Context: an optimization exercise on an open-source flow, tuned for small area, a short achievable clock period and few clock cycles per item. The choices shown serve that exercise and are no tape-out recipe.
RTL that was checked went through simulation tests only; none was proved equivalent to the original.
For run 2, only the layout was checked, not whether the RTL still works.
Power is estimated from default activity; no workload was simulated.

===== config.mk =====
export PLATFORM = sky130hd
export DESIGN_NAME = pce_codec
export DESIGN_NICKNAME = pce_codec
export VERILOG_FILES = /design/flow/design.v
export SDC_FILE = /design/flow/constraint.sdc
export NUM_CORES = 4
export LEC_CHECK = 0
export ABC_AREA = 1
export CAP_MARGIN = 5
export CORE_MARGIN = 2
export CORE_UTILIZATION = 25
export PLACE_DENSITY = 0.5
export SLEW_MARGIN = 5

===== constraint.sdc =====
create_clock -name core_clock -period 13.0 [get_ports {clk}]
set_input_delay 2.6000 -clock core_clock [delete_from_list [all_inputs] [get_ports {clk}]]
set_output_delay 2.6000 -clock core_clock [all_outputs]
set_load 0.01 [all_outputs]

===== design.v =====
module pce_codec (
    input  wire        clk,
    input  wire        rst,         
    input  wire        start,       
    input  wire        mode,        
    input  wire [5:0]  n_in,
    input  wire [5:0]  p_in,
    input  wire [5:0]  l_in,
    input  wire [32:0] data_in,
    output wire        done,        
    output wire [2:0]  err,         
    output wire [5:0]  res,         
    output wire [32:0] data_out
);
    localparam W  = 4;              
    localparam WV = W + 18;         
    localparam ERR_NONE      = 3'd0;
    localparam ERR_DIVERGED  = 3'd2;
    localparam ERR_MALFORMED = 3'd3;
    localparam ERR_PRECOND   = 3'd4;
    localparam S_IDLE = 0;
    localparam S_SCAN = 1;          
    localparam S_MPB  = 2;          
    localparam S_CORR = 3;          
    localparam S_D2   = 4;          
    localparam S_D3   = 5;          
    reg [5:0]  st;
    reg [32:0] R;
    reg [5:0]  n, p, l;
    reg [2:0]  k;
    reg [5:0]  nl;                  
    reg [5:0]  nk;                  
    reg [4:0]  i;                   
    reg [5:0]  rem;                 
    reg [5:0]  cnt;
    reg [3:0]  jq;                  
    reg        qsrc;                
    reg [5:0]  L;                   
    reg        chg;
    reg [2:0]  err_r;
    reg        done_r;
    assign data_out = R;
    assign res      = cnt;
    assign err      = err_r;
    assign done     = done_r;
    function [32:0] rot;            
        input [32:0] v;
        input [5:0]  a;
        reg   [65:0] d;
        begin
            d   = {v, v} >> a;
            rot = d[32:0];
        end
    endfunction
    function [32:0] therm;          
        input [6:0] v;
        integer b;
        begin
            for (b = 0; b < 33; b = b + 1)
                therm[b] = (b < v);
        end
    endfunction
    function [3:0] hj;              
        input [12:0] v;
        reg   [15:0] a;
        reg   [7:0]  b;
        reg   [3:0]  c;
        reg   [1:0]  d;
        begin
            a     = {3'd0, v};
            hj[3] = a[15:8] != 8'd0;
            b     = hj[3] ? a[15:8] : a[7:0];
            hj[2] = b[7:4] != 4'd0;
            c     = hj[2] ? b[7:4] : b[3:0];
            hj[1] = c[3:2] != 2'd0;
            d     = hj[1] ? c[3:2] : c[1:0];
            hj[0] = d[1];
        end
    endfunction
    function [2:0] clog2n;
        input [5:0] v;
        begin
            if      (v <= 6'd1)  clog2n = 3'd0;
            else if (v <= 6'd2)  clog2n = 3'd1;
            else if (v <= 6'd4)  clog2n = 3'd2;
            else if (v <= 6'd8)  clog2n = 3'd3;
            else if (v <= 6'd16) clog2n = 3'd4;
            else if (v <= 6'd32) clog2n = 3'd5;
            else                 clog2n = 3'd6;
        end
    endfunction
    wire [2:0]  k_in     = clog2n(n_in);
    wire [6:0]  lp_in    = {1'b0, l_in} - {1'b0, p_in};
    wire        valid_in = (p_in != 6'd0) && (l_in <= n_in) &&
                           (((n_in == 6'd1)                    && (lp_in == 7'd1)) ||
                            ((n_in == 6'd2)                    && (lp_in == 7'd2)) ||
                            ((n_in >= 6'd3)  && (n_in <= 6'd4))  && (lp_in == 7'd3) ||
                            ((n_in >= 6'd5)  && (n_in <= 6'd8))  && (lp_in == 7'd4) ||
                            ((n_in >= 6'd9)  && (n_in <= 6'd16)) && (lp_in == 7'd5) ||
                            ((n_in >= 6'd17) && (n_in <= 6'd32)) && (lp_in == 7'd6));
    wire [32:0] th_nin   = therm({1'b0, n_in});
    wire [5:0]  nk_in    = n_in - {3'b0, k_in};
    wire [32:0] load     = (data_in & th_nin) |
                           ({33{~mode}} & ~th_nin & {th_nin[31:0], 1'b1});
    wire [45:0] ux  = {R, 13'd0} >> p[4:0];          
    wire [WV-1:0] U = ux[WV-1:0];
    wire        m16 = (k >= 3'd3);
    wire        m17 = (k >= 3'd4);
    wire        m18 = (k >= 3'd5);
    reg [12:0] ok [0:W-1];
    reg [12:0] jv;
    integer o, j, y;
    always @* begin
        for (j = 0; j < 13; j = j + 1)
            jv[j] = (j + 2 <= p);
        for (o = 0; o < W; o = o + 1)
            for (j = 0; j < 13; j = j + 1) begin
                ok[o][j] = jv[j];
                for (y = 12 - j; y <= 18; y = y + 1)
                    if (R[o + y - 12 + j] != U[o + y] &&
                        (y < 16 || (y == 16 && m16) || (y == 17 && m17) || (y == 18 && m18)))
                        ok[o][j] = 1'b0;
            end
    end
    reg [W-1:0] vw;                 
    reg [W-1:0] first;              
    reg [3:0]   jsel;               
    reg         viol;
    always @* begin
        for (o = 0; o < W; o = o + 1)
            vw[o] = (|ok[o]) && !rem[5] && (o <= rem);
        viol = 1'b0;
        for (o = 0; o < W; o = o + 1) begin
            first[o] = vw[o] && !viol;
            viol     = viol | vw[o];
        end
        jsel = 4'd0;
        for (o = 0; o < W; o = o + 1)
            if (first[o]) jsel = jsel | hj(ok[o]);
    end
    wire pass_end = rem[5] || (rem < W);
    reg [32:0] r_adv;
    reg [4:0]  i_adv;
    reg [5:0]  rem_adv;
    always @* begin
        r_adv   = rot(R, W);
        i_adv   = i + W;
        rem_adv = rem - W;
        for (o = 0; o < W; o = o + 1)
            if (first[o]) begin
                r_adv   = rot(R, o);
                i_adv   = i + o;
                rem_adv = rem - o;
            end
    end
    wire [5:0] ga = ({6{st[S_SCAN]}} & (6'd33 - {1'b0, i})) |
                    ({6{st[S_MPB]}}  & L) |
                    ({6{st[S_CORR]}} & ({3'b0, k} + 6'd1)) |
                    ({6{st[S_D2]}}   & {1'b0, i}) |
                    ({6{st[S_D3]}}   & (6'd33 - L));
    wire [32:0] G = rot(R, ga);
    wire [5:0] qc  = qsrc ? L : p - 6'd1 - {2'b0, jq};
    wire [6:0] i_l = {2'b0, i} + {1'b0, l};
    wire [6:0] v1 = st[S_CORR] ? {1'b0, qc} :
                    st[S_D2]   ? {2'b0, i} + 7'd1 : {2'b0, i} + {1'b0, L};
    wire [6:0] v2 = (st[S_CORR] | st[S_D2]) ? {1'b0, p} : {1'b0, l} - {1'b0, L};
    wire [6:0] v3 = st[S_CORR] ? {1'b0, nk} - {2'b0, i} : i_l;
    wire [6:0] v4 = st[S_CORR] ? {1'b0, n} - {2'b0, i} :
                    st[S_D2]   ? {1'b0, n} + 7'd1 : {1'b0, n};
    wire [32:0] t1 = therm(v1);
    wire [32:0] t2 = therm(v2);
    wire [32:0] t3 = therm(v3);
    wire [32:0] t4 = therm(v4);
    wire [32:0] t1e = {t1[31:0], 1'b1} & ~t1;    
    wire [32:0] t4e = {t4[31:0], 1'b1} & ~t4;    
    wire perL = &((R ~^ G) | ~t2);
    wire [32:0] rec = {28'd0, i} << v3[5:0];
    reg  [32:0] corr;
    integer x;
    always @* begin
        for (x = 0; x < 33; x = x + 1) begin
            if (t1[x])       corr[x] = R[x];
            else if (t1e[x]) corr[x] = 1'b1;
            else if (t2[x])  corr[x] = 1'b0;
            else if (t3[x])  corr[x] = G[x];
            else if (t4[x])  corr[x] = rec[x];
            else if (t4e[x]) corr[x] = 1'b0;
            else             corr[x] = R[x];
        end
    end
    wire [32:0] ein    = st[S_IDLE] ? data_in : st[S_D2] ? d2n : rep;
    wire [5:0]  en     = st[S_IDLE] ? n_in : n;
    wire [2:0]  ek3    = st[S_IDLE] ? k_in : k;
    wire [32:0] ev     = en[5] ? (ein >> 1) : (ein << ~en[4:0]);
    reg  [4:0]  d_idx;
    always @* begin
        case (ek3)
            3'd2:    d_idx = {3'b0, ev[30:29]};
            3'd3:    d_idx = {2'b0, ev[30:28]};
            3'd4:    d_idx = {1'b0, ev[30:27]};
            default: d_idx = ev[30:26];
        endcase
    end
    wire        d_last = ev[31];
    wire [31:0] mk     = G[31:0] & t2[31:0] & 32'hffff_fffe;
    wire [15:0] h4 = mk[31:16] != 16'd0 ? mk[31:16] : mk[15:0];
    wire [7:0]  h3 = h4[15:8]  != 8'd0  ? h4[15:8]  : h4[7:0];
    wire [3:0]  h2 = h3[7:4]   != 4'd0  ? h3[7:4]   : h3[3:0];
    wire [1:0]  h1 = h2[3:2]   != 2'd0  ? h2[3:2]   : h2[1:0];
    wire [5:0]  qd = {1'b0, mk[31:16] != 16'd0, h4[15:8] != 8'd0,
                      h3[7:4] != 4'd0, h2[3:2] != 2'd0, h1[1]};
    wire        found  = |mk;
    wire        q1now  = mk[1] && (mk[31:2] == 30'd0);
    wire [5:0]  cnt1   = cnt + 6'd1;
    reg  [32:0] up;
    always @* begin
        case (k)
            3'd2:    up = {R[29:0], 3'b0};
            3'd3:    up = {R[28:0], 4'b0};
            3'd4:    up = {R[27:0], 5'b0};
            default: up = {R[26:0], 6'b0};
        endcase
    end
    wire        idxbad = ({1'b0, i} > nl);
    reg [32:0] rep, d2n;
    always @* begin
        for (x = 0; x < 33; x = x + 1) begin
            rep[x]  = (!t1[x] && t3[x]) ? G[x] : R[x];
            d2n[x]  = (!t3[x] && t4[x]) ? up[x] :
                      (q1now && !t1[x] && t3[x]) ? G[0] : R[x];
        end
    end
    always @(posedge clk) begin
        if (rst) begin
            st     <= 6'd1 << S_IDLE;
            done_r <= 1'b0;
        end else begin
            done_r <= 1'b0;
            case (1'b1)
                st[S_IDLE]: begin
                    if (start) begin
                        R    <= load;
                        n    <= n_in;
                        p    <= p_in;
                        l    <= l_in;
                        k    <= k_in;
                        nl   <= n_in + 6'd1 - l_in;
                        nk   <= nk_in;
                        i    <= mode ? d_idx : 5'd0;
                        rem  <= n_in + 6'd1 - l_in;
                        cnt  <= 6'd0;
                        chg  <= 1'b0;
                        if (!valid_in) begin
                            done_r <= 1'b1;
                            err_r  <= ERR_PRECOND;
                        end else if (mode && d_last) begin
                            done_r <= 1'b1;
                            err_r  <= ERR_NONE;
                        end else begin
                            st <= mode ? 6'd1 << S_D2 : 6'd1 << S_SCAN;
                        end
                    end
                end
                st[S_SCAN]: begin
                    R    <= (pass_end && !viol) ? G : r_adv;    
                    jq   <= jsel;
                    qsrc <= 1'b0;
                    L    <= 6'd1;
                    if (viol) begin
                        i    <= i_adv;
                        rem  <= rem_adv;
                        st   <= (p >= 6'd15) ? 6'd1 << S_MPB : 6'd1 << S_CORR;
                    end else if (pass_end) begin
                        if (chg) begin
                            i   <= 5'd0;
                            rem <= nl;
                            chg <= 1'b0;
                        end else begin
                            st     <= 6'd1 << S_IDLE;
                            done_r <= 1'b1;
                            err_r  <= ERR_NONE;
                        end
                    end else begin
                        i   <= i_adv;
                        rem <= rem_adv;
                    end
                end
                st[S_MPB]: begin
                    if (perL) begin
                        qsrc <= 1'b1;
                        st   <= 6'd1 << S_CORR;
                    end else if (L == p - 6'd14) begin
                        st   <= 6'd1 << S_CORR;
                    end else begin
                        L    <= L + 6'd1;
                    end
                end
                st[S_CORR]: begin
                    R   <= {corr[0], corr[32:1]};
                    cnt <= cnt + 6'd1;
                    chg <= 1'b1;
                    i   <= i + 5'd1;
                    rem <= rem - 6'd1;
                    if (cnt == n) begin
                        st     <= 6'd1 << S_IDLE;
                        done_r <= 1'b1;
                        err_r  <= ERR_DIVERGED;
                    end else begin
                        st  <= 6'd1 << S_SCAN;
                    end
                end
                st[S_D2]: begin
                    L   <= qd;
                    cnt <= cnt1;
                    if (idxbad || !found) begin
                        R      <= d2n;
                        st     <= 6'd1 << S_IDLE;
                        done_r <= 1'b1;
                        err_r  <= ERR_MALFORMED;
                    end else if (q1now) begin
                        R <= d2n & {1'b0, t4[32:1]};
                        i <= d_idx;
                        if (d_last) begin
                            st     <= 6'd1 << S_IDLE;
                            done_r <= 1'b1;
                            err_r  <= ERR_NONE;
                        end else if (cnt1 == n) begin
                            st     <= 6'd1 << S_IDLE;
                            done_r <= 1'b1;
                            err_r  <= ERR_MALFORMED;
                        end
                    end else begin
                        R   <= d2n;
                        st  <= 6'd1 << S_D3;
                    end
                end
                st[S_D3]: begin
                    L <= {L[4:0], 1'b0};
                    if ({L, 1'b0} >= {1'b0, l}) begin
                        R <= rep & t4;
                        i <= d_idx;
                        if (d_last) begin
                            st     <= 6'd1 << S_IDLE;
                            done_r <= 1'b1;
                            err_r  <= ERR_NONE;
                        end else if (cnt == n) begin
                            st     <= 6'd1 << S_IDLE;
                            done_r <= 1'b1;
                            err_r  <= ERR_MALFORMED;
                        end else begin
                            st     <= 6'd1 << S_D2;
                        end
                    end else begin
                        R <= rep;
                    end
                end
                default: st <= 6'd1 << S_IDLE;
            endcase
        end
    end
endmodule

===== flow/run.sh =====
#!/bin/bash
# Layout flow: the standard flow (standard.sh), with ORFS's timing repair
# asked to leave a setup margin of 7 ns instead of the default, so that the
# repair sizes and buffers the critical paths. The clock and the constraints
# are the standard flow's own.
set -euo pipefail
bash standard.sh SETUP_SLACK_MARGIN=7 finish > standard.log 2>&1

===== standard.sh =====
#!/bin/bash
# synth_recipe.tcl (not shown) runs the flow's synth.tcl, then flattens the netlist and writes it again
# the make line also repeats each setting of config.mk as NAME=value (left out here)
make -C /OpenROAD-flow-scripts/flow DESIGN_CONFIG=/design/flow/config.mk WORK_HOME=/design/flow/orfs CLKGATE_MAP_FILE= SYNTH_SCRIPT=/design/flow/synth_recipe.tcl "${@:-finish}"

==> results of run 1 <==
-- per-stage QoR --
stage / std cells / setup slack, ns / util / total power (W) / hold slack (ns)
CTS: 6700 / 7.002 / 0.2919 / 0.002016 / 0.6351
floorplan: 5189 / 7.773 / - / 0.001139 / 0.5348
global route: 6808 / 6.875 / 0.3103 / 0.002227 / 0.6472
finish: 6810 / 7.032 / 0.3103 / 0.002157 / 0.6238
detailed placement: 6616 / 4.599 / 0.2729 / 0.001641 / 0.6287
global placement: 6616 / 4.559 / 0.2729 / 0.001655 / 0.6244
-- cells in the final DEF (no fill, tap or decap), types with 45 or more instances in the layout --
cell type and count:
a21oi_1 296, buf_4 235, clkdlybuf4s50_1 93, edfxtp_1 98, ha_1 90, inv_1 427, nand2_1 1217, nand2_2 64
nand3_1 602, nand3_2 62, nand4_1 73, nor2_1 465, nor3_1 45, o211ai_1 62, o21ai_0 419, o21ai_1 77
o22ai_1 94, xor2_1 164
-- where the power goes --
group          total, W  internal, W  switching [W]
Sequential     0.000406     0.000390      0.0000166
Clock          0.000325     0.000153       0.000171
Combinational   0.00143     0.000401        0.00103
Total           0.00216     0.000944        0.00121
-- layout make-up --
class                   instances  area, µm²  area share
diodes                          2      5.005   0.0001416
clock buffers                  10      229.0    0.006479
clock inverters                 6      76.32    0.002160
inverters                     510       2056     0.05817
multi-input cells            4252      23630      0.6687
flip-flops and latches        105       3100     0.08773
well taps                    1512       1892     0.05353
repair buffers                411       4342      0.1228
repair inverters                2      10.01   0.0002832
-- registers in the layout (all words and copies together) (netlist names), 5 cells and up --
name,count
cnt,6
p,6
R,33
nk,6
rem,6
i,5
n,6
l,6
L,6
nl,6
st,6
-- worst paths after layout --
path | start | to | depth (start not counted)
max | k[1]$_DFFE_PP_ | L[0]$_SDFFCE_PP1P_ | 21
min | st[1]$_SDFFE_PP0P_ | st[1]$_SDFFE_PP0P_ | 2
max reg2reg | k[1]$_DFFE_PP_ | L[0]$_SDFFCE_PP1P_ | 21
min reg2reg | st[1]$_SDFFE_PP0P_ | st[1]$_SDFFE_PP0P_ | 2
-- per-layer routing --
metal	vias up	part of all wire
met2	3101	0.42
met1	19724	0.38
met4	8	0.082
li1	17959	-
met5	-	0.00030
met3	802	0.11
-- critical path, stage by stage, from the launching register on --
cell and delay, ns:
edfxtp_1 0.42, buf_4 0.17, ha_1 0.19, ha_1 0.30, o21ai_2 0.20, nand3b_1 0.15, buf_6 0.17, bufbuf_16 0.34
nand2_1 0.11, nand3_1 0.10, a21oi_1 0.07, a31oi_1 0.27, nand2_1 0.08, o21ai_1 0.59, inv_1 0.26, nand2_1 0.12
nand2_1 0.14, o2111ai_1 0.43, nor4_2 0.12, nand2_1 0.34, a31oi_1 0.27, a21oi_1 0.73
-- timing repair --
action | in CTS | in global routing
pin swaps | 13 | 56
buffers inserted | 52 | 91
gates cloned | 16 | 17
hold buffers | 0 | 0
setup endpoints to repair | 123 | 110
gates resized for setup | 261 | 267
-- cells by family after synthesis --
family                     synth area share
AOI/OAI and AO/OA                    0.2552
xor gates and xnor gates            0.05667
adders and majority gates           0.04656
buffers and inverters                0.1209
DFF                                  0.1078
muxes                              0.005951
and+or+nand+nor                      0.4070
==> run summary, run 1 <==
Synthesized Nets - 5345
drc violations - 0
Net count, final - 5447
Fill cells - 13119
met2 Use GR - 0.5222
chip height - 342.2 µm
Die Wd - 342.2 µm
minimum clock period - 5.968 ns
Leak - 15.19 nW
crit end category - flip-flop
area leader, netlist - nand2_1
Max-Slew Margin vs Limit - 0.06720
Final GP Congestion - 1.025
Critical Path RT - 13.03 ns
status - complete, no violations
period utilisation layout - 0.4591
CTS Buf Count - 9
met3 Use GR - 0.07018
area delta synth->final - 23.60%
largest net degree at the start of global routing - 73
die footprint - 117100 µm²
register bit count reported by yosys - 105
Final ANT Viol Nets - 0
setup TNS - 0 ns
I/O pin cnt - 98
FP Rows - 124
clock-pin slew on the worst setup and hold paths - 0.10 ns
type of origin of the critical path - flip-flop
FMAX - 167.5 MHz
initial antenna violation count - 6
I/O Buffers - 97
WS Path Type - reg -> reg
Cell variety after synth - 72
1st-iter DRT viols - 6492
GRT busiest layer - met2
core area - 113900 µm²
Max IR drop VDD - 0.06902 mV
Pins Over Slew Limit - 0
Post-synth EDFFs - 98
post-route cell area - 35340 µm²
H-tree Lvls - 3
R2R Setup Slk - 7.03 ns
Final Skew - 0.03192 ns
Initial Util - 0.2511
dominant synthesized flop cell - edfxtp_1
syn_area_per_cell - 5.510 µm²
Clk Latency, worst-skew pair - 0.42 ns
Placed Area - 31080 µm²
Synth top cells by count - nand2_1, nand3_1, nor2_1
GRT Total Usage - 0.3406
Worst Path Arrival - 6.00 ns
yosys warns - 2
vias per cell - 6.108
Worst-Margin Slew - 1.389 ns
Crit Path Max Fanout - 20
dpl hpwl - 153.0 mm
most common cell in the synthesized netlist - nand2_1
sinks on the clock net - 105
M1 GR Usage - 0.4370
first-pass GRT wire length - 288.2 mm
DR WL/cell - 31.45 µm
first drt pass iteration count - 7
top cell type's share of synthesized area - 0.1701
PwrDens - 61.04 nW/µm²
grt total ovfl - 0
Cell Area, Synth - 28590 µm²
RSZ-0062 raised after global routing - true
vias in the first global route - 37359
layout cells sized above 1 - 0.1420
post-synthesis async set-or-reset flop share - 0
Mapped Cells - 5189
Via Count - 41594
Final setup viols - 0
clk buf depth - 2
worst min-delay path class - reg -> reg
Synth area leaders - nand2_1, nand3_1, edfxtp_1
post-synthesis sequential area ratio - 0.1078
clk root buf - clkbuf_16
final hold violations - 0
max-capacitance violation count - 0
Post-Route WL - 214.2 mm
TritonCTS clock tree - done
Testbench counts, summed over its fixed seeds: cycles 6,638, items 1,920.
==> run 2, diff against run 1 <==
--- a/design.v
+++ b/design.v
@@ -12,7 +12,7 @@
     output wire [5:0]  res,         
     output wire [32:0] data_out
 );
-    localparam W  = 4;              
+    localparam W  = 5;              
     localparam WV = W + 18;         
     localparam ERR_NONE      = 3'd0;
     localparam ERR_DIVERGED  = 3'd2;
--- a/config.mk
+++ b/config.mk
@@ -6,8 +6,8 @@
 export NUM_CORES = 4
 export LEC_CHECK = 0
 export ABC_AREA = 1
-export CAP_MARGIN = 5
+export CAP_MARGIN = 20
 export CORE_MARGIN = 2
 export CORE_UTILIZATION = 25
 export PLACE_DENSITY = 0.5
-export SLEW_MARGIN = 5
+export SLEW_MARGIN = 20
==> run summary, run 2 <==
Cell variety after synth - 78
final hold violations - 0
setup TNS - 0 ns
H-tree Lvls - 3
I/O Buffers - 97
Worst Path Arrival - 6.12 ns
DR WL/cell - 31.53 µm
Synth area leaders - nand2_1, nand3_1, edfxtp_1
Max-Slew Margin vs Limit - 0.1366
Hold WS - 0.6524 ns
largest net degree at the start of global routing - 76
most frequent cells in the layout - nand2_1, nand3_1, inv_1
Post-Route Utilization - 0.3111
Critical Path RT - 13.10 ns
grt total ovfl - 0
Die Wd - 352.0 µm
status - complete, no violations
Synth top cells by count - nand2_1, nand3_1, inv_1
clock-pin slew on the worst setup and hold paths - 0.12 ns
Final ANT Viol Nets - 0
first drt pass iteration count - 7
Final GP Congestion - 1.057
RSZ-0062 raised after global routing - true
commonest non-fill, non-tap cell in the layout - nand2_1
Post-synth EDFFs - 98
Initial Util - 0.2523
Pwr Total - 0.002318 W
first-pass GRT wire length - 307.9 mm
post-synthesis async set-or-reset flop share - 0
dominant synthesized flop cell - edfxtp_1
TritonCTS clock tree - done
Placed Area - 32890 µm²
Largest register FFs - 33
I/O pin cnt - 98
drc violations - 0
die footprint - 123900 µm²
CTS Buf Count - 9
Final Skew - 0.03775 ns
initial antenna violation count - 6
WS Path Type - reg -> reg
cells along the critical path - buf_4, ha_2, ha_4, o21ai_2, nor3_4, buf_12, nand3_1, nand3_1, a21oi_1, a31o_2, nand2_1, nand2_1, buf_4, inv_2, nand2_1, o211ai_1, nand3_1, nor3_1, nand3_1, or4_1, o41ai_1, nor2_1, nor2_1, a21oi_1
minimum clock period - 6.014 ns
vias in the first global route - 39465
Mapped Cells - 5496
area leader, netlist - nand2_1
1st-iter DRT viols - 6392
Max IR drop VDD - 0.06445 mV
Pins Over Slew Limit - 0
vias per cell - 6.040
clk root buf - clkbuf_16
Via Count - 43844
FMAX - 166.3 MHz
post-synthesis sequential area ratio - 0.1019
FP Rows - 127
syn_area_per_cell - 5.507 µm²
layout cells sized above 1 - 0.1449
Net count, final - 5801
type of origin of the critical path - flip-flop
CP dominant cell by count - nand3_1
Slowest Stage Delay on Critical Path - 0.65 ns
area delta synth->final - 23.31%
PwrDens - 62.11 nW/µm²
most common cell in the synthesized netlist - nand2_1
Cell Area, Synth - 30270 µm²
Worst-Margin Slew - 1.279 ns
core area - 120000 µm²
top cell type's share of synthesized area - 0.1861
max-capacitance violation count - 0
sinks on the clock net - 105
GRT Total Usage - 0.3431
# hold bufs at CTS - 0
dpl hpwl - 168.5 mm
Largest Register - R
Final setup viols - 0
chip height - 352.0 µm
CP max stage cell - or4_1
Synthesized Nets - 5658
yosys warns - 2
clk buf depth - 2
post-route cell area - 37320 µm²
Crit Path Max Fanout - 36
crit end category - flip-flop
worst min-delay path class - reg -> reg
period utilisation layout - 0.4626
Leak - 16.55 nW
Clk Latency, worst-skew pair - 0.45 ns
register bit count reported by yosys - 105
Post-Route WL - 228.9 mm
run 2: cell count changes after synthesis, moves of 17 or more:
cell | before | now
buf_2 | 91 | 112
xor2_1 | 167 | 208
o21ai_0 | 454 | 403
o22ai_1 | 95 | 72
inv_1 | 466 | 514
nand3_1 | 667 | 701
nand2_1 | 1296 | 1501
o211ai_1 | 62 | 97
a21oi_1 | 312 | 295
nor2_1 | 502 | 467
run 2: through the flow:
stage          cells  setup WS, ns
2_1_floorplan   5496         7.454
3_3_place_gp    7016         4.280
3_5_place_dp    7016         4.306
4_1_cts         7141         6.912
5_1_grt         7256         6.895
6_report        7259         6.986
run 2: cell type report:
cell class | instances | area, µm²
repair buffers | 453 | 4364
clock buffers | 9 | 225.2
fillers | 13604 | 82650
well taps | 1612 | 2017
flip-flops and latches | 105 | 3092
inverters | 571 | 2320
repair inverters | 7 | 42.54
multi-input cells | 4492 | 25160
clock inverters | 7 | 90.09
diodes | 3 | 7.507
run 2: cell families after synthesis:
kind of cell,after synthesis,share of synthesized area
compound gates,1179,0.2338
xor+xnor,227,0.06569
fa+ha+maj,107,0.04646
buf+inv,906,0.1223
flops,105,0.1019
mux,32,0.01075
simple gates,2940,0.4191
run 2: final timing paths:
path                                         start                  to  slack (ns)  cells after the start
worst max-delay path                k[1]$_DFFE_PP_  L[1]$_SDFFCE_PP0P_        6.99                     24
worst min-delay path            st[5]$_SDFFE_PP0P_  st[5]$_SDFFE_PP0P_        0.65                      2
worst max register to register      k[1]$_DFFE_PP_  L[1]$_SDFFCE_PP0P_        6.99                     24
worst min register to register  st[5]$_SDFFE_PP0P_  st[5]$_SDFFE_PP0P_        0.65                      2
run 2: power breakdown:
part           switching (W)  internal, W
sequential         0.0000185     0.000390
clock               0.000189     0.000140
combinational        0.00113     0.000450
total                0.00134     0.000980
run 2: critical path: cells and delay by family, from the launching register on:
kind                     cells  cell delay [ns]
AO/OA/AOI/OAI                6             1.14
adder cells (fa/ha/maj)      2             0.50
buffers and inverters        4             1.29
flip-flops                   1             0.44
AND/OR/NAND/NOR             12             2.24
run 2: per-layer routing:
metal / vias up / track usage / wire length (µm)
li1: 18992 / - / -
met1: 20845 / 0.4321 / 88100
met2: 3216 / 0.5296 / 97140
met3: 785 / 0.06668 / 24380
met4: 6 / 0.2291 / 19230
met5: - / 0 / 41
run 2: repair_timing:
action	4_1_cts	5_1_grt
buffers inserted	98	102
cloned	11	13
pin swaps	26	39
endpoints found under the setup margin	120	113
resized for setup	280	295
==> run 3, diff against run 2 <==
--- a/design.v
+++ b/design.v
@@ -12,7 +12,7 @@
     output wire [5:0]  res,         
     output wire [32:0] data_out
 );
-    localparam W  = 5;              
+    localparam W  = 4;              
     localparam WV = W + 18;         
     localparam ERR_NONE      = 3'd0;
     localparam ERR_DIVERGED  = 3'd2;
==> run summary, run 3 <==
layout cells sized above 1 - 0.1398
vias per cell - 6.072
sinks on the clock net - 105
status - complete, no violations
Worst Path Arrival - 6.16 ns
clk root buf - clkbuf_16
final hold violations - 0
Slowest Stage Delay on Critical Path - 0.77 ns
crit end category - flip-flop
grt total ovfl - 0
Post-Route WL - 210.8 mm
first drt pass iteration count - 9
post-route cell area - 35190 µm²
FMAX - 166.1 MHz
initial antenna violation count - 6
Via Count - 41353
Largest Register - R
most common cell in the synthesized netlist - nand2_1
FP Rows - 124
Pins Over Slew Limit - 0
dpl hpwl - 153.2 mm
Worst-Margin Slew - 1.298 ns
WS Path Type - reg -> reg
period utilisation layout - 0.4632
Synth top cells by count - nand2_1, nand3_1, nor2_1
1st-iter DRT viols - 6311
multiplexer share of the synthesized area - 0.005951
Critical Path RT - 13.14 ns
Non-Filler Instances - 6811
CP max stage cell - a221oi_1
Cells after DPL - 6617
I/O pin cnt - 98
Post-synth EDFFs - 98
largest net degree at the start of global routing - 73
post-synthesis sequential area ratio - 0.1078
TritonCTS clock tree - done
Pwr Total - 0.002141 W
Cell Area, Synth - 28590 µm²
Placed Area - 31100 µm²
I/O Buffers - 97
clock-pin slew on the worst setup and hold paths - 0.08 ns
area delta synth->final - 23.07%
setup TNS - 0 ns
Initial Util - 0.2511
Mapped Cells - 5189
main combinational cell family by area after synthesis - simple AND/OR/NAND/NOR gates
Final ANT Viol Nets - 0
commonest non-fill, non-tap cell in the layout - nand2_1
dominant synthesized flop cell - edfxtp_1
chip height - 342.2 µm
yosys warns - 2
Final GP Congestion - 1.025
PwrDens - 60.83 nW/µm²
max-capacitance violation count - 0
vias in the first global route - 37345
area share of fa/ha/maj cells after synthesis - 0.04656
Max IR drop VDD - 0.07341 mV
CTS Buf Count - 9
drc violations - 0
Largest register FFs - 33
minimum clock period - 6.021 ns
Synthesized Nets - 5345
Post-Route Utilization - 0.3090
post-synthesis async set-or-reset flop share - 0
Die Wd - 342.2 µm
GRT Total Usage - 0.3403
post-synthesis simple-gate area fraction - 0.4070
area leader, netlist - nand2_1
Leak - 15.15 nW
Synth Area in XOR/XNOR - 0.05667
die footprint - 117100 µm²
# hold bufs at CTS - 0
top cell type's share of synthesized area - 0.1701
Synth area leaders - nand2_1, nand3_1, edfxtp_1
Clk Latency, worst-skew pair - 0.42 ns
Crit Path Max Fanout - 24
syn_area_per_cell - 5.510 µm²
worst min-delay path class - reg -> reg
core area - 113900 µm²
Max-Slew Margin vs Limit - 0.1253
first-pass GRT wire length - 287.7 mm
most frequent cells in the layout - nand2_1, nand3_1, nor2_1
Final setup viols - 0
clk buf depth - 2
Synth Area in Compound Gates - 0.2552
Cell variety after synth - 72
register bit count reported by yosys - 105
type of origin of the critical path - flip-flop
Final Skew - 0.02332 ns
H-tree Lvls - 3
RSZ-0062 raised after global routing - true
DR WL/cell - 30.94 µm
Net count, final - 5445
## run 3: worst max-delay path: cells and delay by family, from the launching register on
kind	cells	cell delay (ns)
adders and majority gates	2	0.72
DFF	1	0.52
AOI/OAI and AO/OA	6	1.65
and+or+nand+nor	11	1.57
buffers and inverters	8	1.25
## run 3: power breakdown
part | leakage (nW) | internal, W | switching (W) | total, W
Sequential | 0.974 | 0.000390 | 0.0000171 | 0.000407
Clock | 0.149 | 0.000139 | 0.000181 | 0.000320
Combinational | 14.0 | 0.000398 | 0.00102 | 0.00141
## run 3: area by class of cell
| type | instances | area (µm²) |
|---|---|---|
| inverter | 510 | 2048 |
| timing repair buffer | 411 | 4287 |
| fill | 13096 | 78690 |
| sequential | 105 | 3100 |
| antenna | 5 | 12.51 |
| clock inverter | 7 | 78.83 |
| tap | 1512 | 1892 |
| timing repair inverter | 2 | 10.01 |
| clock buffer | 9 | 225.2 |
| multi-input combinational | 4250 | 23540 |
## run 3: logic make-up (layout without fill, tap and decap cells)
family,Yosys count,count (layout)
xor+xnor,185,185
buf+inv,836,939
flops,105,105
other cells,0,5
compound gates,1244,1244
mux,17,17
simple gates,2701,2703
fa+ha+maj,101,101
## run 3: what timing repair did
action                                  4_1_cts  5_1_grt
resized for setup                           256      260
pin swaps                                    15       47
endpoints found under the setup margin      122      109
cloned                                       17       11
setup buffers                                55       90
## run 3: final timing paths
path	start	end	slack, ns	cells past startpoint
min reg2reg	st[1]$_SDFFE_PP0P_	st[1]$_SDFFE_PP0P_	0.62	2
max	l[0]$_DFFE_PP_	R[22]$_DFFE_PP_	6.98	27
max reg2reg	l[0]$_DFFE_PP_	R[22]$_DFFE_PP_	6.98	27
min	st[1]$_SDFFE_PP0P_	st[1]$_SDFFE_PP0P_	0.62	2
## run 3: metrics by stage
stage,setup WS (ns),hold slack (ns)
after detailed placement,4.632,0.6243
after global placement,4.559,0.6244
final,6.979,0.6236
after CTS,6.999,0.6369
after floorplan,7.773,0.5348
after global routing,6.967,0.6634
## run 3: metal layers
metal	GRT usage	part of all wire	vias up	wire length [µm]
met5	0	0.00019	-	40
met1	0.4306	0.38	19541	81060
met3	0.07867	0.11	798	23400
li1	-	-	17974	-
met4	0.2180	0.083	6	17460
met2	0.5180	0.42	3034	88800
Testbench counts of run 3, summed over its fixed seeds: cycles 6,638, items 1,920.
==> run 4, diff against run 3 <==
--- a/config.mk
+++ b/config.mk
@@ -5,7 +5,7 @@
 export SDC_FILE = /design/flow/constraint.sdc
 export NUM_CORES = 4
 export LEC_CHECK = 0
-export ABC_AREA = 1
+export ABC_AREA = 0
 export CAP_MARGIN = 20
 export CORE_MARGIN = 2
 export CORE_UTILIZATION = 25
==> run summary, run 4 <==
die footprint - 125100 µm²
post-synthesis async set-or-reset flop share - 0
area share of fa/ha/maj cells after synthesis - 0.04354
clock-pin slew on the worst setup and hold paths - 0.10 ns
Via Count - 42498
R2R Setup Slk - 6.10 ns
drc violations - 0
Worst-Margin Slew - 1.303 ns
Max IR drop VDD - 0.06921 mV
first drt pass iteration count - 9
type of origin of the critical path - flip-flop
area leader, netlist - edfxtp_1
Final setup viols - 0
Initial Util - 0.2515
H-tree Lvls - 3
FP Rows - 128
CP max stage cell - o211a_1
Fill cells - 13012
Slowest Stage Delay on Critical Path - 0.57 ns
status - complete, no violations
Cell Area, Synth - 30570 µm²
Worst Path Arrival - 7.05 ns
worst min-delay path class - reg -> reg
GRT Total Usage - 0.3391
Net count, final - 4786
RSZ-0062 raised after global routing - true
first-pass GRT wire length - 309.2 mm
WS Path Type - reg -> reg
main combinational cell family by area after synthesis - compound AO/OA/AOI/OAI gates
crit end category - flip-flop
commonest non-fill, non-tap cell in the layout - nand2_1
Max-Slew Margin vs Limit - 0.1220
grt total ovfl - 0
post-synthesis simple-gate area fraction - 0.2472
chip height - 353.7 µm
Non-Filler Instances - 6269
I/O pin cnt - 98
Synth Area in Compound Gates - 0.3544
area delta synth->final - 31.42%
CTS Buf Count - 9
DR WL/cell - 35.86 µm
minimum clock period - 6.902 ns
Post-synth EDFFs - 98
cells along the critical path - buf_4, ha_1, a21oi_1, o211ai_1, xnor2_1, a31oi_1, o211a_1, o21ai_0, nor2_1, mux2i_1, o21ai_0, a41o_1, o22ai_1, o22a_1, o221ai_1, a21oi_1, nand3b_1, o21ai_2, o221ai_1, or3_4
clk root buf - clkbuf_16
multiplexer share of the synthesized area - 0.09613
1st-iter DRT viols - 7156
syn_area_per_cell - 6.888 µm²
Post-Route WL - 224.8 mm
Crit Path Max Fanout - 31
top cell type's share of synthesized area - 0.09625
Leak - 14.30 nW
dpl hpwl - 153.2 mm
most common cell in the synthesized netlist - nand2_1
Cells after DPL - 5934
Largest register FFs - 33
clk buf depth - 2
period utilisation layout - 0.5309
Final Skew - 0.03879 ns
I/O Buffers - 97
core area - 121600 µm²
Synth Area in XOR/XNOR - 0.08680
TritonCTS clock tree - done
yosys warns - 2
reg2reg path depth - 20
Clk Latency, worst-skew pair - 0.44 ns
Final GP Congestion - 1.067
final hold violations - 0
layout cells sized above 1 - 0.2334
vias per cell - 6.779
most frequent cells in the layout - nand2_1, nor2_1, buf_4
Pins Over Slew Limit - 0
setup TNS - 0 ns
initial antenna violation count - 13
Synth area leaders - edfxtp_1, xnor2_1, a21oi_1
post-synthesis sequential area ratio - 0.1008
vias in the first global route - 39121
dominant synthesized flop cell - edfxtp_1
hold path cells - 2
Critical Path RT - 13.15 ns
Final ANT Viol Nets - 0
Die Wd - 353.7 µm
Synthesized Nets - 4595
Largest Register - R
Mapped Cells - 4439
PwrDens - 66.53 nW/µm²
register bit count reported by yosys - 105
Synth top cells by count - nand2_1, nor2_1, a21oi_1
sinks on the clock net - 105
max-capacitance violation count - 0
largest net degree at the start of global routing - 60
FMAX - 144.9 MHz
Cell variety after synth - 105
==> run 4: cell types whose count changed after synthesis, moves of 57 or more <==
cell | before | now
a22oi_1 | 13 | 72
nand3_1 | 667 | 207
xor2_1 | 167 | 57
nand2_1 | 1296 | 455
a211oi_1 | 34 | 91
inv_1 | 466 | 131
o21ai_0 | 454 | 295
mux4_2 | 0 | 63
clkbuf_1 | 169 | 278
mux2i_1 | 17 | 114
xnor2_1 | 18 | 246
nor3_1 | 51 | 121
==> run 4: repair_timing <==
item                                    CTS  global route
resized for setup                       506           180
pin swaps                               157            97
cloned                                   25             6
hold buffers                              0             0
buffers inserted                        227            50
endpoints found under the setup margin  117            80
==> run 4: worst max-delay path, delay by kind of cell, from the launching register on <==
kind,cells,cell delay [ns]
DFF,1,0.45
AOI/OAI and AO/OA,13,3.66
and+or+nand+nor,3,1.15
muxes,1,0.41
adders and majority gates,1,0.35
buffers and inverters,1,0.45
xor gates and xnor gates,1,0.15
==> run 4: where the power goes <==
group	internal, W	switching, W	leakage (nW)
Combinational	0.000673	0.00125	13.2
Sequential	0.000392	0.0000215	0.969
Clock	0.000140	0.000193	0.148
==> run 4: metrics by stage <==
step | setup WS [ns] | power [W] | cell area [µm²] | hold slack, ns | utilization
floorplan | 7.003 | 0.001365 | 30760 | 0.5714 | -
global placement | 4.064 | 0.001955 | 33550 | 0.5974 | 0.2760
detailed placement | 4.094 | 0.001947 | 33570 | 0.6039 | 0.2761
CTS | 6.440 | 0.002503 | 38820 | 0.6281 | 0.3194
global route | 6.079 | 0.002730 | 40170 | 0.6794 | 0.3304
finish | 6.098 | 0.002673 | 40180 | 0.6456 | 0.3306
==> run 4: logic make-up (layout without fill, tap and decap cells) <==
logic type | count (synthesis) | after routing
compound gates | 1559 | 1560
buf+inv | 544 | 734
mux | 210 | 212
flops | 105 | 105
fa+ha+maj | 101 | 101
simple gates | 1617 | 1620
xor+xnor | 303 | 303
other cells | 0 | 9
==> run 4: layout make-up <==
class	instances	area [µm²]	share of cell area
Multi-Input combinational cell	3796	28170	0.7010
Timing Repair Buffer	579	6011	0.1496
Sequential cell	105	3098	0.07710
Tap cell	1625	2033	0.05060
Inverter	139	540.5	0.01345
Clock buffer	9	225.2	0.005605
Clock inverter	7	82.58	0.002055
Antenna cell	9	22.52	0.0005605
==> run 4: routing by layer <==
metal / up-vias / routed length, µm / GRT usage
li1: 17301 / - / -
met1: 20464 / 83840 / 0.4217
met2: 3702 / 91030 / 0.4908
met3: 1021 / 30700 / 0.1210
met4: 10 / 19090 / 0.2215
met5: - / 149 / 0.005660
==> run 4: worst paths after layout <==
| path | startpoint | end |
|---|---|---|
| max | p[2]$_DFFE_PP_ | i[2]$_DFFE_PP_ |
| min | nl[4]$_DFFE_PP_ | rem[4]$_DFFE_PP_ |
| max reg2reg | p[2]$_DFFE_PP_ | i[2]$_DFFE_PP_ |
| min reg2reg | nl[4]$_DFFE_PP_ | rem[4]$_DFFE_PP_ |
==> run 5, diff against run 4 <==
==> flow/run.sh (replaced) <==
#!/bin/bash
# Layout flow: the standard flow (standard.sh), with ORFS's timing repair
# asked to leave a setup margin of 6.8 ns instead of the default, so that the
# repair sizes and buffers the critical paths. The clock and the constraints
# are the standard flow's own.
set -euo pipefail
bash standard.sh SETUP_SLACK_MARGIN=6.8 finish > standard.log 2>&1
--- a/config.mk
+++ b/config.mk
@@ -5,7 +5,7 @@
 export SDC_FILE = /design/flow/constraint.sdc
 export NUM_CORES = 4
 export LEC_CHECK = 0
-export ABC_AREA = 0
+export ABC_AREA = 1
 export CAP_MARGIN = 20
 export CORE_MARGIN = 2
 export CORE_UTILIZATION = 25
==> run summary, run 5 <==
Critical Path RT - 13.13 ns
CTS Buf Count - 9
Synthesized Nets - 5345
Max IR drop VDD - 0.07259 mV
status - complete, no violations
Net count, final - 5396
Die Wd - 342.2 µm
Crit Path Max Fanout - 24
dpl hpwl - 153.2 mm
Cell Area, Synth - 28590 µm²
clock-pin slew on the worst setup and hold paths - 0.08 ns
initial antenna violation count - 7
Pins Over Slew Limit - 0
1st-iter DRT viols - 6411
area leader, netlist - nand2_1
Post-synth EDFFs - 98
Final ANT Viol Nets - 0
grt total ovfl - 0
post-synthesis sequential area ratio - 0.1078
Final GP Congestion - 1.025
CP max stage cell - a221oi_1
Placed Area - 31100 µm²
clk root buf - clkbuf_16
Slowest Stage Delay on Critical Path - 0.75 ns
period utilisation layout - 0.4762
first-pass GRT wire length - 283.7 mm
dominant synthesized flop cell - edfxtp_1
sinks on the clock net - 105
TritonCTS clock tree - done
setup TNS - 0 ns
Post-Route WL - 209.0 mm
Final Skew - 0.02790 ns
first drt pass iteration count - 8
Synth area leaders - nand2_1, nand3_1, edfxtp_1
post-synthesis async set-or-reset flop share - 0
crit end category - flip-flop
largest net degree at the start of global routing - 73
FMAX - 161.5 MHz
Largest Register - R
layout cells sized above 1 - 0.1136
type of origin of the critical path - flip-flop
syn_area_per_cell - 5.510 µm²
core area - 113900 µm²
vias in the first global route - 36902
Leak - 14.72 nW
GRT Total Usage - 0.3347
DR WL/cell - 30.91 µm
register bit count reported by yosys - 105
most frequent cells in the layout - nand2_1, nand3_1, nor2_1
Largest register FFs - 33
yosys warns - 2
final hold violations - 0
FP Rows - 124
I/O pin cnt - 98
I/O Buffers - 97
area delta synth->final - 19.32%
clk buf depth - 2
top cell type's share of synthesized area - 0.1701
PwrDens - 61.49 nW/µm²
Non-Filler Instances - 6762
minimum clock period - 6.191 ns
commonest non-fill, non-tap cell in the layout - nand2_1
most common cell in the synthesized netlist - nand2_1
max-capacitance violation count - 0
Pwr Total - 0.002098 W
vias per cell - 6.058
Cell variety after synth - 72
Via Count - 40965
Worst-Margin Slew - 1.359 ns
post-route cell area - 34120 µm²
Max-Slew Margin vs Limit - 0.08437
chip height - 342.2 µm
Mapped Cells - 5189
WS Path Type - reg -> reg
Synth top cells by count - nand2_1, nand3_1, nor2_1
worst min-delay path class - reg -> reg
die footprint - 117100 µm²
Final setup viols - 0
H-tree Lvls - 3
Worst Path Arrival - 6.32 ns
RSZ-0062 raised after global routing - true
Cells after DPL - 6617
Initial Util - 0.2511
drc violations - 0
Clk Latency, worst-skew pair - 0.43 ns
[run 5: routing by layer]
layer,track usage,part of all wire,vias up
li1,-,-,17849
met1,0.4330,0.39,19377
met2,0.5173,0.42,3006
met3,0.06109,0.11,731
met4,0.1986,0.079,2
met5,0,0.000067,-
[run 5: cell families (layout without fill, tap and decap cells)]
family                     after synthesis  count (layout)  share of synthesized area
AOI/OAI and AO/OA                     1244            1244                     0.2552
xor gates and xnor gates               185             185                    0.05667
adders and majority gates              101             101                    0.04656
buffers and inverters                  836             891                     0.1209
DFF                                    105             105                     0.1078
muxes                                   17              17                   0.005951
other                                    0               5                          0
and+or+nand+nor                       2701            2702                     0.4070
[run 5: cell type report]
| type | instances | area, µm² |
|---|---|---|
| Fill cell | 13151 | 79760 |
| Multi-Input combinational cell | 4249 | 23070 |
| Timing Repair Buffer | 364 | 3714 |
| Sequential cell | 105 | 3097 |
| Inverter | 510 | 2027 |
| Tap cell | 1512 | 1892 |
| Clock buffer | 9 | 225.2 |
| Clock inverter | 7 | 78.83 |
| Antenna cell | 5 | 12.51 |
| Timing Repair inverter | 1 | 5.005 |
[run 5: critical path: cells and delay by family (launching register included)]
family / cells / cell delay [ns]
and+or+nand+nor: 11 / 1.68
AOI/OAI and AO/OA: 6 / 1.63
buffers and inverters: 8 / 1.34
adders and majority gates: 2 / 0.69
DFF: 1 / 0.52
[run 5: metrics by stage]
stage,setup slack (ns),hold WS (ns),utilization
global route,6.785,0.6596,0.2995
CTS,6.797,0.6324,0.2864
finish,6.809,0.6372,0.2996
detailed placement,4.632,0.6243,0.2731
global placement,4.559,0.6244,0.2729
floorplan,7.773,0.5348,-
[run 5: path summary, 6_finish.rpt]
path | endpoint | slack, ns | startpoint | cells past startpoint
max | R[22]$_DFFE_PP_ | 6.81 | l[0]$_DFFE_PP_ | 27
min | st[2]$_SDFFE_PP0P_ | 0.64 | st[2]$_SDFFE_PP0P_ | 2
min reg2reg | st[2]$_SDFFE_PP0P_ | 0.64 | st[2]$_SDFFE_PP0P_ | 2
max reg2reg | R[22]$_DFFE_PP_ | 6.81 | l[0]$_DFFE_PP_ | 27
[run 5: report_power, final]
part	switching, W	total [W]	internal (W)
combinational	0.000994	0.00137	0.000377
clock	0.000181	0.000320	0.000139
sequential	0.0000167	0.000407	0.000390
total	0.00119	0.00210	0.000906
[run 5: repair_timing]
item,CTS,global route
endpoints found under the hold margin,0,0
setup buffers,38,64
gates resized for setup,178,188
cloned,9,13
setup endpoints to repair,122,103
pin swaps,12,18
hold buffers,0,0
==> run 6, diff against run 5 <==
==> flow/run.sh (replaced) <==
#!/bin/bash
# Layout flow: the standard flow (standard.sh), with ORFS's timing repair
# asked to leave a setup margin of 7.2 ns instead of the default, so that the
# repair sizes and buffers the critical paths. The clock and the constraints
# are the standard flow's own.
set -euo pipefail
bash standard.sh SETUP_SLACK_MARGIN=7.2 finish > standard.log 2>&1
==> run summary, run 6 <==
vias per cell - 6.058
I/O pin cnt - 98
met2 routed WL - 89.94 mm
Net count, final - 5516
dominant synthesized flop cell - edfxtp_1
reg2reg path depth - 41
I/O Buffers - 97
post-route cell area - 36920 µm²
clk root buf - clkbuf_16
worst min-delay path class - reg -> reg
initial antenna violation count - 3
final hold violations - 0
Pwr Total - 0.002213 W
FP Rows - 124
Cell variety after synth - 72
Final ANT Viol Nets - 0
Final Skew - 0.02563 ns
most frequent cells in the layout - nand2_1, nand3_1, nor2_1
Post-Route Utilization - 0.3242
CP dominant cell by count - nand2_1
sinks on the clock net - 105
dpl hpwl - 153.2 mm
first-pass GRT wire length - 290.5 mm
Crit Path Max Fanout - 8
Slowest Stage Delay on Critical Path - 0.54 ns
Synth area leaders - nand2_1, nand3_1, edfxtp_1
Final GP Congestion - 1.025
Synthesized Nets - 5345
area leader, netlist - nand2_1
layout cells sized above 1 - 0.1821
minimum clock period - 5.785 ns
post-synthesis sequential area ratio - 0.1078
Max IR drop VDD - 0.07220 mV
crit end category - flip-flop
register bit count reported by yosys - 105
GRT Total Usage - 0.3438
Max Used Layer - met5
top cell type's share of synthesized area - 0.1701
drc violations - 0
reg2reg end - i[1]$_DFFE_PP_
Via Count - 41681
CTS Buf Count - 9
met3 wire length - 24.38 mm
post-synthesis async set-or-reset flop share - 0
clk buf depth - 2
vias in the first global route - 37646
Critical Path RT - 13.17 ns
Worst setup endpoint - i[1]$_DFFE_PP_
1st-iter DRT viols - 6504
Die Wd - 342.2 µm
Hold WS - 0.6199 ns
Top delay family on crit path - simple AND/OR/NAND/NOR gates
area delta synth->final - 29.13%
largest net degree at the start of global routing - 73
core area - 113900 µm²
first drt pass iteration count - 7
max-capacitance violation count - 0
RSZ-0062 raised after global routing - true
setup TNS - 0 ns
chip height - 342.2 µm
Leak - 15.80 nW
Largest Register - R
Synth top cells by count - nand2_1, nand3_1, nor2_1
Worst Path Arrival - 5.96 ns
type of origin of the critical path - flip-flop
commonest non-fill, non-tap cell in the layout - nand2_1
die footprint - 117100 µm²
WS Path Type - reg -> reg
FMAX - 172.9 MHz
clock-pin slew on the worst setup and hold paths - 0.10 ns
most common cell in the synthesized netlist - nand2_1
Placed Area - 31100 µm²
TritonCTS clock tree - done
Initial Util - 0.2511
grt total ovfl - 0
reg2reg start - l[0]$_DFFE_PP_
wl on met1 - 81.50 mm
Largest register FFs - 33
PwrDens - 59.94 nW/µm²
period utilisation layout - 0.4450
Buf/Inv on CP - 9
Post-synth EDFFs - 98
Clk Latency, worst-skew pair - 0.42 ns
Worst-Margin Slew - 1.286 ns
yosys warns - 2
Post-Route WL - 213.4 mm
R2R Setup Slk - 7.21 ns
H-tree Lvls - 3
critical path launch point - l[0]$_DFFE_PP_
syn_area_per_cell - 5.510 µm²
CP max stage cell - edfxtp_1
stages on the worst setup path - 41
Max-Slew Margin vs Limit - 0.1337
status - complete, no violations
DR WL/cell - 31.02 µm
Mapped Cells - 5189
Pins Over Slew Limit - 0
Cell Area, Synth - 28590 µm²
Final setup viols - 0
==> run 6: metrics by stage <==
| stage | instances | setup WS (ns) |
|---|---|---|
| after floorplan | 5189 | 7.773 |
| after global placement | 6616 | 4.559 |
| after detailed placement | 6617 | 4.632 |
| after CTS | 6740 | 7.196 |
| after global routing | 6877 | 7.025 |
| final | 6880 | 7.215 |
==> run 6: cell type report <==
cell class | count | area [µm²]
sequential | 105 | 3100
timing repair inverter | 2 | 13.76
clock inverter | 7 | 78.83
antenna | 3 | 7.507
multi-input combinational | 4250 | 24490
fill | 12933 | 76960
timing repair buffer | 482 | 5025
inverter | 510 | 2085
clock buffer | 9 | 225.2
tap | 1512 | 1892
==> run 6: metal layers <==
layer	vias to the layer above	GRT usage
met1	19646	0.4352
met5	-	0
met3	792	0.07740
li1	18118	-
met2	3121	0.5255
met4	4	0.2182
==> run 6: worst min-delay path by stage <==
stage | startpoint | end | slack (ns) | depth (start not counted)
after floorplan | st[1]$_SDFFE_PP0P_ | qsrc$_SDFFCE_PP0P_ | 0.53 | 1
after global placement | nl[2]$_DFFE_PP_ | rem[2]$_DFFE_PP_ | 0.62 | 2
after detailed placement | nl[5]$_DFFE_PP_ | rem[5]$_DFFE_PP_ | 0.62 | 2
after CTS | st[1]$_SDFFE_PP0P_ | st[1]$_SDFFE_PP0P_ | 0.61 | 2
after global routing | st[5]$_SDFFE_PP0P_ | st[5]$_SDFFE_PP0P_ | 0.63 | 2
final | st[5]$_SDFFE_PP0P_ | st[5]$_SDFFE_PP0P_ | 0.62 | 2
==> run 6: kinds of logic after synthesis <==
group,Yosys count,synth area share
AND/OR/NAND/NOR,2701,0.4070
AO/OA/AOI/OAI,1244,0.2552
buffers and inverters,836,0.1209
XOR/XNOR,185,0.05667
flip-flops,105,0.1078
adder cells (fa/ha/maj),101,0.04656
multiplexers,17,0.005951
==> run 6: power breakdown <==
group | internal, W | switching, W | total (W)
sequential | 0.000390 | 0.0000172 | 0.000407
clock | 0.000139 | 0.000183 | 0.000322
combinational | 0.000437 | 0.00105 | 0.00148
total | 0.000966 | 0.00125 | 0.00221
==> run 6: repair_timing <==
item                                    CTS  global route
endpoints found under the setup margin  124           109
pin swaps                                28           122
setup buffers                            86           127
hold buffers                              0             0
gates cloned                             21            10
resized for setup                       353           441
==> run 6: worst min-delay path, delay by kind of cell, from the launching register on <==
kind | cells | cell delay, ns
simple gates | 1 | 0.05
compound gates | 1 | 0.13
flops | 1 | 0.42
==> run 7, diff against run 6 <==
==> flow/run.sh (replaced) <==
#!/bin/bash
# Layout flow: the standard flow (standard.sh), with ORFS's timing repair
# asked to leave a setup margin of 7 ns instead of the default (without gate
# cloning), so that the
# repair sizes and buffers the critical paths. The clock and the constraints
# are the standard flow's own.
set -euo pipefail
bash standard.sh SETUP_SLACK_MARGIN=7 SKIP_GATE_CLONING=1 finish > standard.log 2>&1
==> run summary, run 7 <==
status - complete, no violations
Leak - 15.02 nW
crit end category - flip-flop
Synth top cells by count - nand2_1, nand3_1, nor2_1
top cell type's share of synthesized area - 0.1701
post-synthesis async set-or-reset flop share - 0
area occupied by multi-input gates - 23510 µm²
post-route cell area - 34990 µm²
Sw Share - 0.5670
Mapped Cells - 5189
DR WL/cell - 31.06 µm
Via Count - 41229
CTS Buf Count - 9
sequential fraction of design power - 0.190
most frequent cells in the layout - nand2_1, nand3_1, nor2_1
Final ANT Viol Nets - 0
max-capacitance violation count - 0
H-tree Lvls - 3
Synth area leaders - nand2_1, nand3_1, edfxtp_1
CP max stage cell - a21oi_1
PwrDens - 61.17 nW/µm²
area leader, netlist - nand2_1
Pwr Total - 0.002140 W
Fill cells - 13117
Worst Path Arrival - 6.02 ns
Placed Area - 31100 µm²
Die Wd - 342.2 µm
clk buf depth - 2
reg2reg path depth - 22
Cell variety after synth - 72
drc violations - 0
Combinational Power Share - 0.660
final hold violations - 0
type of origin of the critical path - flip-flop
Final setup viols - 0
area delta synth->final - 22.37%
grt total ovfl - 0
Post-Route WL - 211.1 mm
I/O Buffers - 97
Cell Area, Synth - 28590 µm²
Max IR drop VDD - 0.07163 mV
I/O pin cnt - 98
vias in the first global route - 37194
# hold bufs at CTS - 0
Pins Over Slew Limit - 0
Final Skew - 0.02762 ns
FMAX - 167.0 MHz
Initial Util - 0.2511
Largest register FFs - 33
Final GP Congestion - 1.025
Largest Register - R
Post-Route Utilization - 0.3073
dominant synthesized flop cell - edfxtp_1
R2R Setup Slk - 7.01 ns
Hold WS - 0.6210 ns
Synthesized Nets - 5345
first-pass GRT wire length - 286.3 mm
post-synthesis sequential area ratio - 0.1078
largest net degree at the start of global routing - 73
reg2reg start - i[1]$_DFFE_PP_
Post-synth EDFFs - 98
minimum clock period - 5.987 ns
Max-Slew Margin vs Limit - 0.1543
net switching power - 0.001214 W
FP Rows - 124
register bit count reported by yosys - 105
cells along the critical path - clkinvlp_4, ha_1, inv_1, o22ai_2, inv_2, nand3b_1, buf_12, buf_8, nand2_1, nand3_1, a21oi_1, a31oi_1, nand2_1, o21ai_1, inv_1, nand2_1, nand2_1, o2111ai_1, nor4_2, nand2_1, a31oi_1, a21oi_1
RSZ-0062 raised after global routing - false
period utilisation layout - 0.4605
clock power share - 0.150
1st-iter DRT viols - 6450
TritonCTS clock tree - done
most common cell in the synthesized netlist - nand2_1
setup TNS - 0 ns
Net count, final - 5435
WS Path Type - reg -> reg
first drt pass iteration count - 7
reg2reg end - L[0]$_SDFFCE_PP1P_
chip height - 342.2 µm
dpl hpwl - 153.2 mm
core area - 113900 µm²
Worst setup endpoint - L[0]$_SDFFCE_PP1P_
Crit Path Max Fanout - 12
clk root buf - clkbuf_16
Worst-Margin Slew - 1.255 ns
vias per cell - 6.065
Slowest Stage Delay on Critical Path - 0.73 ns
Critical Path RT - 13.03 ns
Pint - 0.0009268 W
syn_area_per_cell - 5.510 µm²
worst min-delay path class - reg -> reg
layout cells sized above 1 - 0.1400
die footprint - 117100 µm²
critical path launch point - i[1]$_DFFE_PP_
yosys warns - 2
FF/Latch Area - 3094 µm²
initial antenna violation count - 6
CP dominant cell by count - nand2_1
GRT Total Usage - 0.3383
Clk Latency, worst-skew pair - 0.42 ns
commonest non-fill, non-tap cell in the layout - nand2_1
clock-pin slew on the worst setup and hold paths - 0.10 ns
sinks on the clock net - 105
[run 7: what timing repair did]
| action | 4_1_cts | 5_1_grt |
|---|---|---|
| gates resized for setup | 243 | 274 |
| setup endpoints to repair | 122 | 109 |
| pin swaps | 9 | 40 |
| setup buffers | 64 | 99 |
[run 7: kinds of logic (layout without fill, tap and decap cells)]
kind of cell / Yosys count / count (layout) / share of synthesized area
and+or+nand+nor: 2701 / 2701 / 0.4070
AOI/OAI and AO/OA: 1244 / 1244 / 0.2552
adders and majority gates: 101 / 101 / 0.04656
buffers and inverters: 836 / 931 / 0.1209
DFF: 105 / 105 / 0.1078
xor gates and xnor gates: 185 / 185 / 0.05667
other: 0 / 2 / 0
muxes: 17 / 17 / 0.005951
[run 7: worst max-delay path, delay by kind of cell, from the launching register on]
kind                       cells  cell delay, ns
buffers and inverters          6            0.97
DFF                            1            0.43
AOI/OAI and AO/OA              7            2.60
and+or+nand+nor                8            1.19
adders and majority gates      1            0.37
[run 7: final cells by class]
class,count,area share
Clock buffer,9,0.006437
Clock inverter,7,0.002253
Tap cell,1512,0.05407
Inverter,510,0.05836
Timing Repair Buffer,405,0.1183
Sequential cell,105,0.08843
Antenna cell,2,0.0001430
Multi-Input combinational cell,4248,0.6720
[run 7: through the flow]
stage          setup WS (ns)  instances
2_1_floorplan          7.773       5189
3_3_place_gp           4.559       6616
3_5_place_dp           4.632       6617
4_1_cts                6.985       6697
5_1_grt                6.900       6796
6_report               7.013       6798
[run 7: worst min path at each step]
stage,start,end,slack (ns),depth (start not counted)
4_1_cts,st[2]$_SDFFE_PP0P_,st[2]$_SDFFE_PP0P_,0.62,2
6_report,st[1]$_SDFFE_PP0P_,st[1]$_SDFFE_PP0P_,0.62,2
3_5_place_dp,nl[5]$_DFFE_PP_,rem[5]$_DFFE_PP_,0.62,2
2_1_floorplan,st[1]$_SDFFE_PP0P_,qsrc$_SDFFCE_PP0P_,0.53,1
3_3_place_gp,nl[2]$_DFFE_PP_,rem[2]$_DFFE_PP_,0.62,2
5_1_grt,st[2]$_SDFFE_PP0P_,st[2]$_SDFFE_PP0P_,0.66,2
[run 7: power by group through the flow]
stage | combinational (W) | clock (W) | sequential (W)
2_1_floorplan | 0.000727 | 0 | 0.000413
6_report | 0.00141 | 0.000322 | 0.000407
4_1_cts | 0.00128 | 0.000323 | 0.000406
3_5_place_dp | 0.00122 | 0 | 0.000418
3_3_place_gp | 0.00124 | 0 | 0.000418
5_1_grt | 0.00148 | 0.000329 | 0.000408
[run 7: metal layers]
| metal | vias to the layer above | track usage | wire length (µm) |
|---|---|---|---|
| met2 | 2981 | 0.5219 | 89390 |
| met4 | 8 | 0.2065 | 17300 |
| li1 | 17920 | - | - |
| met3 | 761 | 0.06674 | 23390 |
| met5 | - | 0 | 53 |
| met1 | 19559 | 0.4333 | 81000 |

==> port drivers added, routing unchanged <==
No port has a modelled driver above. Below, the same layouts with a new extraction and two added sets of constraints. Step 1, drivers: a clkbuf_16 drives clk and a buf_2 each remaining input, both assumed. Step 2, shift: input delay + t, output delay - t, t = (earliest + latest rising clock arrival at the registers) / 2. This alone moves slack from input paths to output paths. Three values: ideal, step 1, step 2; two values: the first two.
run	shift t [ns]	setup WS [ns]	slew at the worst register clock pin (ns)	cell pins on the clock port's net
run 1	0.473	7.032 / 7.032 / 6.718	0.11 / 0.11	1
run 2	0.495	6.986 / 6.986 / 6.699	0.12 / 0.12	1
run 3	0.476	6.979 / 6.979 / 6.811	0.11 / 0.11	1
run 4	0.487	6.098 / 6.098 / 5.785	0.12 / 0.12	1
run 5	0.473	6.809 / 6.809 / 6.598	0.11 / 0.11	1
run 6	0.475	7.215 / 7.215 / 6.876	0.11 / 0.11	1
run 7	0.472	7.013 / 7.013 / 6.771	0.11 / 0.11	1
After both steps setup and hold are still met in every run listed. The setup slack of run 6, which loses most, moves by 0.000 ns with the drivers and by -0.339 ns with both steps.
